Background: an optimization exercise with open tools, aiming at small area, a short achievable clock period and few clock cycles. Do not read the settings as production practice.
Function was checked by simulation only, so behaviour that the tests miss may differ from the original.
No activity file was given, so power comes from the tool's default toggle rates.

==> violet: inputs <==
Design auklet_core, start of the top module:
module auklet_core (
    input  wire        clk,
    input  wire        rst,         
    input  wire        bus_req,
    input  wire        bus_we,
    input  wire [11:0] bus_addr,
    input  wire [2:0]  bus_size,
    input  wire [31:0] bus_wdata,
    output reg         bus_ack,
    output reg  [31:0] bus_rdata,
    output wire [31:0] act0,
    output wire [31:0] act1,
    output wire [31:0] act2,
    output wire [31:0] act3,
    output wire        irq
);
==> flow/config.mk <==
export PLATFORM = sky130hd
export DESIGN_NAME = auklet_core
export DESIGN_NICKNAME = auklet_core
export VERILOG_FILES = /design/flow/design.v
export SDC_FILE = /design/flow/constraint.sdc
export NUM_CORES = 8
export LEC_CHECK = 0
export ABC_AREA = 1
export CAP_MARGIN = 40
export CORE_MARGIN = 2
export CORE_UTILIZATION = 40
export PLACE_DENSITY = 0.6
export SLEW_MARGIN = 40
==> flow/constraint.sdc <==
create_clock -name core_clock -period 20.0 [get_ports {clk}]
set_input_delay 4.0000 -clock core_clock [delete_from_list [all_inputs] [get_ports {clk}]]
set_output_delay 4.0000 -clock core_clock [all_outputs]
set_load 0.01 [all_outputs]
standard.sh (not shown) runs the stock make flow with config.mk's settings and CLKGATE_MAP_FILE= SYNTH_SCRIPT=/design/flow/synth_recipe.tcl, a recipe that flattens the netlist after the stock synthesis.
==> flow/flow/run.sh <==
#!/bin/bash
set -euo pipefail
bash standard.sh SETUP_SLACK_MARGIN=14 finish > layout.log 2>&1
==> pepper: changes against violet <==
- PLACE_DENSITY: 0.6 -> 0.68
==> garnet: changes against violet <==
--- a/flow/design.v
+++ b/flow/design.v
@@ -334,17 +334,17 @@
     reg  [DW-1:0] uA, uB;          
     reg  [DW-1:0] tA, tB;          
     reg  [32:0] aA_r, aB_r;        
     reg  [20:0] bA_r, bB_r;
     reg  [DW-1:0] rA, rB;          
     reg  [66:0] sA_r, cA_r, sB_r, cB_r;
     reg  [66:0] resA, resB;        
     reg  [19:0] r1loA, r1loB;      
-    reg  [32:0] sq_r;              
+    reg  [32:0] sq_r [0:1];        
     wire        iA_v    = dA[13];
     wire [3:0]  iA_op   = dA[12:9];
     wire [1:0]  iA_ax   = dA[8:7];
     wire        iA_row  = dA[6];
     wire [1:0]  iA_col  = dA[5:4];
     wire        iA_first= dA[3];
     wire [1:0]  iA_pass = dA[1:0];
     wire        iB_v    = dB[13];
@@ -407,35 +407,35 @@
         end
     endfunction
     wire [31:0] vA = mix_src ? mi_rd : po_rd;
     wire [31:0] vB = mix_src ? mixin[iB_col] : pidout[iB_col];
     wire [3:0]  mA_idx = {1'b0, iA_row, iA_col};
     wire [3:0]  mB_idx = {1'b1, iB_row, iB_col};
     wire [32:0] q_hi = dq[48:16];
     wire [32:0] q_lo = {17'd0, dq[15:0]};
-    reg  [37:0] qd_r;
-    wire [37:0] qd_add  = qd_r;
+    reg  [37:0] qd_r [0:1];
+    wire [37:0] qd_add  = qd_r[uA_ax[0]];
     wire [31:0] it_byp = (cl_v && cl_ax == iB_ax) ? it_r : it_rd;
     reg [32:0] aA, aB;
     reg [20:0] bA, bB;
     always @(*) begin
         aA = 33'd0; bA = 21'd0;
         case (iA_op)
             OP_DT: begin aA = {dt[31], dt};               bA = bsel(err_r[iA_ax], iA_pass); end
             OP_P:  begin aA = {kp_rd[31], kp_rd}; bA = bsel(err_r[iA_ax], iA_pass); end
-            OP_QD: begin aA = sq_r;                       bA = dt[20:0]; end
+            OP_QD: begin aA = sq_r[iA_ax[0]];             bA = dt[20:0]; end
             OP_MIX: begin aA = {vA[31], vA};              bA = bsel(mA_rd, iA_pass); end
             default: ;
         endcase
         aB = 33'd0; bB = 21'd0;
         case (iB_op)
             OP_XR:  begin aB = {1'b0, recip}; bB = {1'b0, xmag_r[iB_ax]}; end
             OP_I:   begin aB = {ki_rd[31], ki_rd}; bB = bsel(it_byp, iB_pass); end
-            OP_Q:   begin aB = sq_r; bB = kd_rd[20:0]; end
+            OP_Q:   begin aB = sq_r[iB_ax[0]]; bB = kd_rd[20:0]; end
             OP_QLO: begin aB = q_lo; bB = bsel(kd_rd, iB_pass); end
             OP_QHI: begin aB = q_hi; bB = bsel(kd_rd, iB_pass); end
             OP_MIX: begin aB = {vB[31], vB}; bB = bsel(mB_rd, iB_pass); end
             default: ;
         endcase
     end
     reg [66:0] addA, addB;
     always @(*) begin
@@ -660,18 +660,18 @@
             xmq_r <= xmag_r[iB_ax];
             xsg_r <= sgn_r[iB_ax];
         end
         if (iB_op == OP_Q) begin
             kdx_r <= kd_rd ^ {32{sgn_r[iB_ax]}};
             osgn  <= sgn_r[iB_ax];
         end
         if (c_xr) begin
-            sq_r <= sq_nxt;
-            qd_r <= qd_nxt;
+            sq_r[rB_ax[0]] <= sq_nxt;
+            qd_r[rB_ax[0]] <= qd_nxt;
         end
         it_r   <= it_next;
         it_old <= iterm[tA[8:7]];
         il_c   <= il_rd;
         cl_ax  <= rA_ax;
         of_out <= of_out_n;
         of_ovf <= of_ovf_n;
         of_ax  <= rB_ax;
==> flow/flow/run.sh (replaced) <==
#!/bin/bash
set -euo pipefail
bash standard.sh SETUP_SLACK_MARGIN=13.5 finish > layout.log 2>&1
==> notes.md <==
Between violet and garnet, the lower cell count is in violet (gap about 0.23%, measured against garnet).
Routed wire length, lowest first: violet, garnet, pepper.
violet ran to the end with no violations. pepper ran to the end with violations: antenna rules. garnet produced a clean layout.
Hold slack: pepper is lower than garnet (0.010 ns).
Against pepper, the global-route usage of violet is lower by 2.6 points.
Combinational power is about the same in pepper and violet.
Against pepper, the worst setup slack of garnet is higher by 0.12 ns.
Clock skew: violet < garnet < pepper.
The lowest utilization belongs to garnet, the highest to violet.
==> figures <==
	violet	garnet	pepper
Number of resized instances in the post-cts repair step	1,204	533	1,355
Clock-pin slew on the worst setup and hold paths	0.06 ns	0.06 ns	0.07 ns
Post-Place Setup Slack	11.02 ns	10.86 ns	10.76 ns
Die X	724.3 um	730.0 um	724.3 um
Time the final worst path needs with I/O delays and setup	6.884 ns	6.537 ns	6.656 ns
Max IR drop VDD	0.07952 mV	0.09105 mV	0.08672 mV
DP Area	221,000 sq um	224,400 sq um	221,900 sq um
Net switching power figure	4.889 mW	4.969 mW	4.972 mW
Clk power	7.67 mW	7.81 mW	7.88 mW
Destination of the worst register-to-register timing path	bus_rdata[22]	late_ovf	of_out[13]
Sequential cell power	8.61 mW	8.75 mW	8.59 mW
Multi-input gate share of total cell area	40.88%	40.89%	41.09%
Share of power burned in combinational logic	10.0%	9.7%	10.0%
Slew Limit Headroom	26.01%	21.15%	31.05%
Outcome	complete, no violations	complete, no violations	failed layout checks
Layout check failures	-	-	antenna rules
Met2 demand-to-capacity share in global routing	52.88%	56.46%	58.71%
Relative area of clock buffers and inverters in the final design	5.502%	5.629%	5.693%
Wl on met1	374,600 um	393,800 um	404,900 um
Testbench counts of violet, summed over its fixed seeds: cycles 38,823.
Testbench counts of pepper, summed over its fixed seeds: cycles 38,823.
Testbench counts of garnet, summed over its fixed seeds: cycles 38,823.

## what the ideal ports hide
The flow's constraints put no driver on any port. The routed layouts listed below were extracted and timed again, unchanged, in two steps. Step 1 assumes that a clkbuf_16 drives the clock port and a buf_2 every other input. Step 2 moves the port delays by t, midway between the first and last clock arrival at a register: inputs arrive t later, outputs are due t later. That takes back most of the time a late clock gives input paths. a / b / c = ideal / step 1 / step 2; a / b = the first two.
run	t, ns	slack for setup (ns)	worst data-port slew with drivers (ns)	cell pins on the clock port's net
violet	1.206	13.116 / 12.974 / 12.747	0.24	1
pepper	1.190	13.344 / 13.200 / 12.495	0.23	1
garnet	1.185	13.463 / 13.334 / 12.395	0.07	1
For garnet, which loses most, drivers alone change the setup slack by -0.129 ns; drivers and shift together by -1.068 ns.
